This design comes from an exercise in tuning for small area on the open sky130 flow, not from production work. Power and IR drop assume default switching activity.

==> inputs of 06-17 <==
==> flow/design.v (excerpt) <==
module blsync (
    input  wire        clk,
    input  wire        rst,             
    input  wire        host_req,
    input  wire        host_we,
    input  wire [16:0] host_addr,
    input  wire [31:0] host_wdata,
    output reg  [31:0] host_rdata,
    output wire        host_err,
    input  wire        cancel_in,
    output wire        irq_done,
    output reg         line_open,
    output reg         line_cfg_get,
    output reg         line_cfg_set,
    output reg         line_close,
    output reg  [63:0] line_cfg_wdata,
    input  wire        line_ok,
    input  wire [63:0] line_cfg_rdata,
    output reg         tx_valid,
    output reg  [7:0]  tx_data,
    input  wire        tx_ready,
    input  wire        tx_error,
    input  wire        tx_closed,
    output reg         rx_pop,
    input  wire [1:0]  rx_kind,         
    input  wire [7:0]  rx_data
);
clock: 40.0 ns
lec_check: 0
abc_area: 1
cap_margin: 20
core_margin: 2
core_utilization: 40
slew_margin: 20
standard.sh (not shown) runs the stock make flow with config.mk's settings and CLKGATE_MAP_FILE= SYNTH_SCRIPT=/design/flow/synth_recipe.tcl, a recipe that flattens the netlist after the stock synthesis.
==> flow/flow/run.sh <==
#!/bin/bash
# Own layout flow: the standard ORFS flow with three changes.
#  1. Synthesis is the standard flow's (synth_recipe.tcl, unchanged) except that Yosys's
#     abc call gets an area-oriented ABC script (flow/abc.script); the
#     registers come from the same dfflibmap step, so they are unchanged.
#  2. Port buffers are sky130_fd_sc_hd__buf_1 (BUFFER_PORTS_ARGS).
#  3. CTS options from flow/cts_args.txt.
# Each tool's output goes to a log file in this folder (make.log) and to
# ORFS's own per-step logs under orfs/logs.
set -euo pipefail
HERE=$(pwd)
ABC_SCRIPT=$(tr -d '\n' < "$HERE/flow/abc.script")
{
  printf 'proc abc {args} {\n'
  printf '  set i [lsearch -exact $args -script]\n'
  printf '  if {$i >= 0} { set args [lreplace $args $i [expr {$i + 1}] -script {%s}] }\n' "$ABC_SCRIPT"
  printf '  yosys abc {*}$args\n'
  printf '}\n'
  cat "$HERE/synth_recipe.tcl"
} > "$HERE/own_synth.tcl"
CTS_ARGS_VAL=$(tr -d '\n' < "$HERE/flow/cts_args.txt")
sed -e "s#SYNTH_SCRIPT=[^ ]*#SYNTH_SCRIPT=$HERE/own_synth.tcl \"BUFFER_PORTS_ARGS=-buffer_cell sky130_fd_sc_hd__buf_1\" \"CTS_ARGS=$CTS_ARGS_VAL\"#" \
    "$HERE/standard.sh" > "$HERE/own_standard.sh"
bash "$HERE/own_standard.sh" finish > "$HERE/make.log" 2>&1
==> flow/flow/abc.script <==
+&get,-n;&st;&dch,-f;&nf,-R,1000;&put
==> flow/flow/cts_args.txt <==
-sink_clustering_enable -repair_clock_nets -dont_use_dummy_load -buf_list sky130_fd_sc_hd__clkbuf_16 -sink_clustering_size 30 -sink_clustering_max_diameter 80
==> 06-22 (differences from 06-17) <==
--- a/flow/design.v
+++ b/flow/design.v
@@ -66,15 +66,15 @@
     reg         pv;            
     reg  [21:0] idx;
     reg  [31:0] attempts;
     reg         cancel_flag;
     reg         synced;
     reg  [1:0]  result;
     reg  [3:0]  fault_cause;
-    reg  [4:0]  fstate;        
+    reg  [20:0] fault_info;    
     reg         restore_fail;
     reg  [15:0] info_len;
     reg         lv;            
     reg         paid;          
     reg  [63:0] cfg_saved;
     reg  [7:0]  payload [0:63];
     wire busy = (state != S_IDLE) && (state != S_DONE);
@@ -85,56 +85,40 @@
     wire host_wr    = host_req && host_we && aligned;
     wire ctrl_wr    = host_wr && (host_addr == 17'h00000);
     wire baud_wr    = host_wr && (host_addr == 17'h00004);
     wire start_cmd  = ctrl_wr && host_wdata[0];
     wire cancel_cmd = ctrl_wr && host_wdata[1];
     wire start_ok   = start_cmd && !busy;
     wire [6:0] pay_count = paid ? idx[6:0] : 7'd0;
-    reg [15:0] fdata;
-    always @* begin
-        case (fault_cause)
-            C_TX_IO, C_TX_CLOSED: fdata = idx[15:0];
-            C_RX_IO, C_RX_CLOSED:
-                fdata = (fstate == S_ACK_O || fstate == S_ACK_K) ? {15'd0, fstate[0]} : idx[15:0];
-            C_INFO_NAK, C_ALLOC: fdata = info_len;
-            default: fdata = 16'd0;
-        endcase
-    end
     wire [31:0] status = {4'd0, fault_cause, 6'd0, result, 3'd0,
                           restore_fail, cancel_flag, synced, done, busy,
                           3'd0, state};
     reg [5:0]  pidx;
     reg [31:0] win_word;
-    reg [3:0]  lane_ok;
-    integer    b, w;
+    integer    b;
     always @* begin
         win_word = 32'd0;
-        for (w = 0; w < 16; w = w + 1)
-            if (host_addr[5:2] == w[3:0])
-                for (b = 0; b < 4; b = b + 1)
-                    win_word[8*b +: 8] = win_word[8*b +: 8] | payload[4*w + b];
         for (b = 0; b < 4; b = b + 1) begin
             pidx = {host_addr[5:2], b[1:0]};
-            lane_ok[b] = (host_addr[15:6] == 10'd0) && ({1'b0, pidx} < pay_count);
-            if (!lane_ok[b])
-                win_word[8*b +: 8] = 8'h00;
+            if (host_addr[15:6] == 10'd0 && {1'b0, pidx} < pay_count)
+                win_word[8*b +: 8] = payload[pidx];
         end
     end
     always @* begin
         host_rdata = 32'd0;
         if (host_addr[16]) begin
             host_rdata = win_word;
         end else if (host_addr[15:5] == 11'd0) begin
             case (host_addr[4:2])
                 3'd1: host_rdata = baud;
                 3'd2: host_rdata = status;
                 3'd3: host_rdata = attempts;
                 3'd4: if (pv) host_rdata = sbp;
                 3'd5: if (lv) host_rdata = {16'd0, info_len};
-                3'd6: if (result == R_FAULT) host_rdata = {11'd0, fstate, fdata};
+                3'd6: if (result == R_FAULT) host_rdata = {11'd0, fault_info};
                 3'd7: host_rdata = {25'd0, pay_count};
                 default: host_rdata = 32'd0;
             endcase
         end
     end
     reg [6:0]  dv_r;
     reg [5:0]  dv_d;
@@ -142,15 +126,15 @@
     reg [7:0]  dv_t;
     integer    k;
     always @* begin
         if (!busy) begin
             dv_r = {3'd0, baud[31:28]};
             dv_d = baud[27:22];
         end else begin
-            dv_r = info_len[6:0];
+            dv_r = fault_info[6:0];
             case (state[1:0])
                 2'd1:    dv_d = sbp[21:16];
                 2'd2:    dv_d = sbp[15:10];
                 default: dv_d = sbp[9:4];
             endcase
         end
         for (k = 5; k >= 0; k = k - 1) begin
@@ -183,14 +167,15 @@
     wire two_end    = idx[1];                        
     wire pay_end    = (idx[6:0] == info_len[6:0]);   
     wire settle_end = idx[9] & idx[7] & idx[4];      
     wire backoff_end = idx[16] & idx[15];            
     wire [63:0] raw_cfg = {cfg_saved[63:42], 10'b11_1000_0011, sbp};
     reg        fault;
     reg [3:0]  f_cause;
+    reg [15:0] f_data;
     reg        tx_act;
     reg        rx_act;
     wire       tx_fail  = tx_error || tx_closed;
     wire [3:0] tx_cause = tx_error ? C_TX_IO : C_TX_CLOSED;
     wire       rx_fail  = rx_kind[1];
     wire [3:0] rx_cause = rx_kind[0] ? C_RX_CLOSED : C_RX_IO;
     wire       rx_byte  = (rx_kind == 2'd1);
@@ -219,31 +204,33 @@
         case (state)
             S_PULSE:  tx_data = 8'h55;
             S_HSHAKE: tx_data = hs_byte;
             default:  tx_data = (idx[1:0] == 2'd0) ? 8'h10 : 8'h00;
         endcase
         fault   = 1'b0;
         f_cause = 4'd0;
+        f_data  = 16'd0;
         if (tx_act && tx_fail) begin
-            fault = 1'b1; f_cause = tx_cause;
+            fault = 1'b1; f_cause = tx_cause; f_data = idx[15:0];
         end
         if (rx_act && rx_fail) begin
             fault = 1'b1; f_cause = rx_cause;
+            f_data = (state == S_ACK_O || state == S_ACK_K) ? {15'd0, state[0]} : idx[15:0];
         end
         case (state)
             S_OPEN:   if (!line_ok) begin fault = 1'b1; f_cause = C_LINE_OPEN; end
             S_GETCFG: if (!line_ok) begin fault = 1'b1; f_cause = C_CFG_GET; end
             S_SETCFG: if (!line_ok) begin fault = 1'b1; f_cause = C_CFG_SET; end
             S_INFO_ACK:
-                if (two_end && info_len != 16'h4B4F) begin
-                    fault = 1'b1; f_cause = C_INFO_NAK;
+                if (two_end && fault_info[15:0] != 16'h4B4F) begin
+                    fault = 1'b1; f_cause = C_INFO_NAK; f_data = fault_info[15:0];
                 end
             S_INFO_LEN:
                 if (two_end && info_len > 16'd64) begin
-                    fault = 1'b1; f_cause = C_ALLOC;
+                    fault = 1'b1; f_cause = C_ALLOC; f_data = info_len;
                 end
             default: ;
         endcase
     end
     always @(posedge clk) begin
         if (!idx[6])
             payload[idx[5:0]] <= rx_data;
@@ -263,54 +250,54 @@
             paid         <= 1'b0;
         end else begin
             if (baud_wr)
                 baud <= host_wdata;
             if (start_ok) begin
                 sbp          <= baud;
                 idx          <= {idx[15:0], dv_q};
-                info_len[6:0] <= dv_r;
+                fault_info[6:0] <= dv_r;
                 pv           <= 1'b0;
                 cancel_flag  <= 1'b0;
                 attempts     <= 32'd0;
                 synced       <= 1'b0;
                 result       <= R_NONE;
                 fault_cause  <= 4'd0;
                 restore_fail <= 1'b0;
                 lv           <= 1'b0;
                 paid         <= 1'b0;
                 if (baud == 32'd0) begin
                     result      <= R_FAULT;
                     fault_cause <= C_USAGE;
-                    fstate      <= state;
+                    fault_info  <= {state, 16'd0};
                     state       <= S_DONE;
                 end else begin
                     cancel_flag <= cancel_cmd;
                     state       <= S_OPEN;
                 end
             end else begin
                 if (busy && (cancel_cmd || cancel_in))
                     cancel_flag <= 1'b1;
                 if (fault) begin
                     result      <= R_FAULT;
                     fault_cause <= f_cause;
-                    fstate      <= state;
+                    fault_info  <= {state, f_data};
                     if (state == S_OPEN || state == S_GETCFG)
                         state <= S_DONE;
                     else
                         state <= S_RESTORE;
                 end else begin
                     case (state)
                         S_OPEN: begin
                             idx             <= {idx[15:0], dv_q};
-                            info_len[6:0] <= dv_r;
+                            fault_info[6:0] <= dv_r;
                             state           <= S_GETCFG;
                         end
                         S_GETCFG: begin
                             idx             <= {idx[15:0], dv_q};
-                            info_len[6:0] <= dv_r;
+                            fault_info[6:0] <= dv_r;
                             cfg_saved       <= line_cfg_rdata;
                             state           <= S_SETCFG;
                         end
                         S_SETCFG: begin
                             sbp      <= {8'd0, idx[17:0], dv_q};
                             pv       <= 1'b1;
                             attempts <= attempts + 32'd1;
@@ -400,17 +387,17 @@
                         end
                         S_INFO_ACK: begin
                             if (two_end) begin
                                 idx   <= 22'd0;
                                 state <= S_INFO_LEN;
                             end else if (rx_byte) begin
                                 if (idx[0])
-                                    info_len[15:8] <= rx_data;
+                                    fault_info[15:8] <= rx_data;
                                 else
-                                    info_len[7:0]  <= rx_data;
+                                    fault_info[7:0]  <= rx_data;
                                 idx <= idx + 22'd1;
                             end
                         end
                         S_INFO_LEN: begin
                             if (two_end) begin
                                 if (info_len == 16'd0) begin
                                     result <= R_SUCCESS;
@@ -418,18 +405,18 @@
                                 end else begin
                                     idx   <= 22'd0;
                                     paid  <= 1'b1;
                                     state <= S_INFO_PAY;
                                 end
                             end else if (rx_byte) begin
                                 if (idx[0]) begin
-                                    info_len[15:8] <= rx_data;
-                                    lv             <= 1'b1;
+                                    info_len <= {rx_data, fault_info[7:0]};
+                                    lv       <= 1'b1;
                                 end else begin
-                                    info_len[7:0]  <= rx_data;
+                                    fault_info[7:0] <= rx_data;
                                 end
                                 idx <= idx + 22'd1;
                             end
                         end
                         S_INFO_PAY: begin
                             if (pay_end) begin
                                 result <= R_SUCCESS;
@@ -440,15 +427,15 @@
                         end
                         S_RESTORE: begin
                             if (!line_ok) begin
                                 restore_fail <= 1'b1;
                                 if (result != R_FAULT) begin
                                     result      <= R_FAULT;
                                     fault_cause <= C_CFG_RESTORE;
-                                    fstate      <= S_RESTORE;
+                                    fault_info  <= {S_RESTORE, 16'd0};
                                 end
                             end
                             state <= S_DONE;
                         end
                         default: ;
                     endcase
                 end
==> flow/run.sh (new file) <==
#!/bin/bash
# synth_recipe.tcl (not shown) runs the flow's synth.tcl, then flattens the netlist and writes it again
# the make line also repeats each setting of config.mk as NAME=value (left out here)
make -C /OpenROAD-flow-scripts/flow DESIGN_CONFIG=/design/flow/config.mk WORK_HOME=/design/flow/orfs CLKGATE_MAP_FILE= SYNTH_SCRIPT=/design/flow/synth_recipe.tcl finish
removed: flow/flow/run.sh
removed: flow/flow/abc.script
removed: flow/flow/cts_args.txt
removed: flow/standard.sh
==> notes <==
Against 06-22, the wire length of 06-17 is smaller by about 11%.
Sequential cell count: 06-22 is higher than 06-17 (16).
Against 06-22, the sequential power of 06-17 is lower by about 3.5%.
Of 06-22 and 06-17, 06-22 has the higher utilization (gap 2.8 points).
Via count: 06-17 is smaller than 06-22 (about 12%).
Between 06-22 and 06-17, the lower synthesized cell count is in 06-17 (gap about 30%, measured against 06-17).
Between 06-22 and 06-17, the lower die area is in 06-17 (gap 9.1%, measured against 06-17).
Of 06-17 and 06-22, 06-22 has the higher final area (gap about 13%, measured against 06-22).
Between 06-17 and 06-22, the lower clock skew is in 06-22 (gap 0.033 ns).
==> figures <==
metric                                                                       06-22                  06-17
Run status                                                timing/DRC/antenna clean  timing/DRC/antenna clean
Post-Synthesis Cell Area                                                0.0345 mm²             0.0316 mm²
Syn_area_per_cell                                                         10.7 µm²               12.8 µm²
Length in cells of the worst reg-to-reg path                                    54                     41
Clock power frac                                                             24.2%                  20.5%
Logic inverters                                                                340                     26
Portion of total power attributed to sequential cells                        31.3%                  48.0%
Vias in the first global route                                               25900                  23000
Min-delay src                                          fault_info[7]$_SDFFCE_PP0P_  baud[19]$_SDFFE_PP0P_
CP startpoint                                                         host_addr[3]           host_addr[4]
Inserted Clock Buffers                                                          79                     39
Largest net degree at the start of global routing                               73                     68
Transition time at the pin with the least slew margin                      1.15 ns                1.25 ns
Met3 Wirelength                                                           11800 µm               11800 µm
Highest-power group                                            combinational logic       sequential cells
CORE AREA                                                               0.0853 mm²             0.0786 mm²
Hold slack final                                                          0.457 ns               0.527 ns
Total of flip-flops plus latches after synthesis                               748                    732
Max Freq                                                                  48.9 MHz               50.5 MHz
No functional check of the RTL was part of any run of this note.

what the ideal ports hide:
Ports are ideal in the flow. The routed layouts listed here were re-timed in OpenROAD.
Step 1, drivers: a clkbuf_16 drives clk and a buf_2 each remaining input, both assumed.
Step 2 moves the port delays by t, midway between the first and last clock arrival at a register: inputs arrive t later, outputs are due t later. That takes back most of the time a late clock gives input paths.
Slacks: ideal ports / drivers / drivers and shift; pairs: ideal ports / drivers.
run | t, ns | setup WS [ns] | clock arrival spread, ns | worst slew at a driven data input, ns | pins driven straight from the clock port
06-17 | 0.638 | 20.200 / 20.092 / 20.092 | 0.112 / 0.112 | 0.14 | 1
06-22 | 0.691 | 19.539 / 19.339 / 19.339 | 0.034 / 0.034 | 0.20 | 1
After both steps setup and hold are still met in every run listed. For 06-22, which loses most, drivers alone change the setup slack by -0.200 ns; drivers and shift together by -0.200 ns.
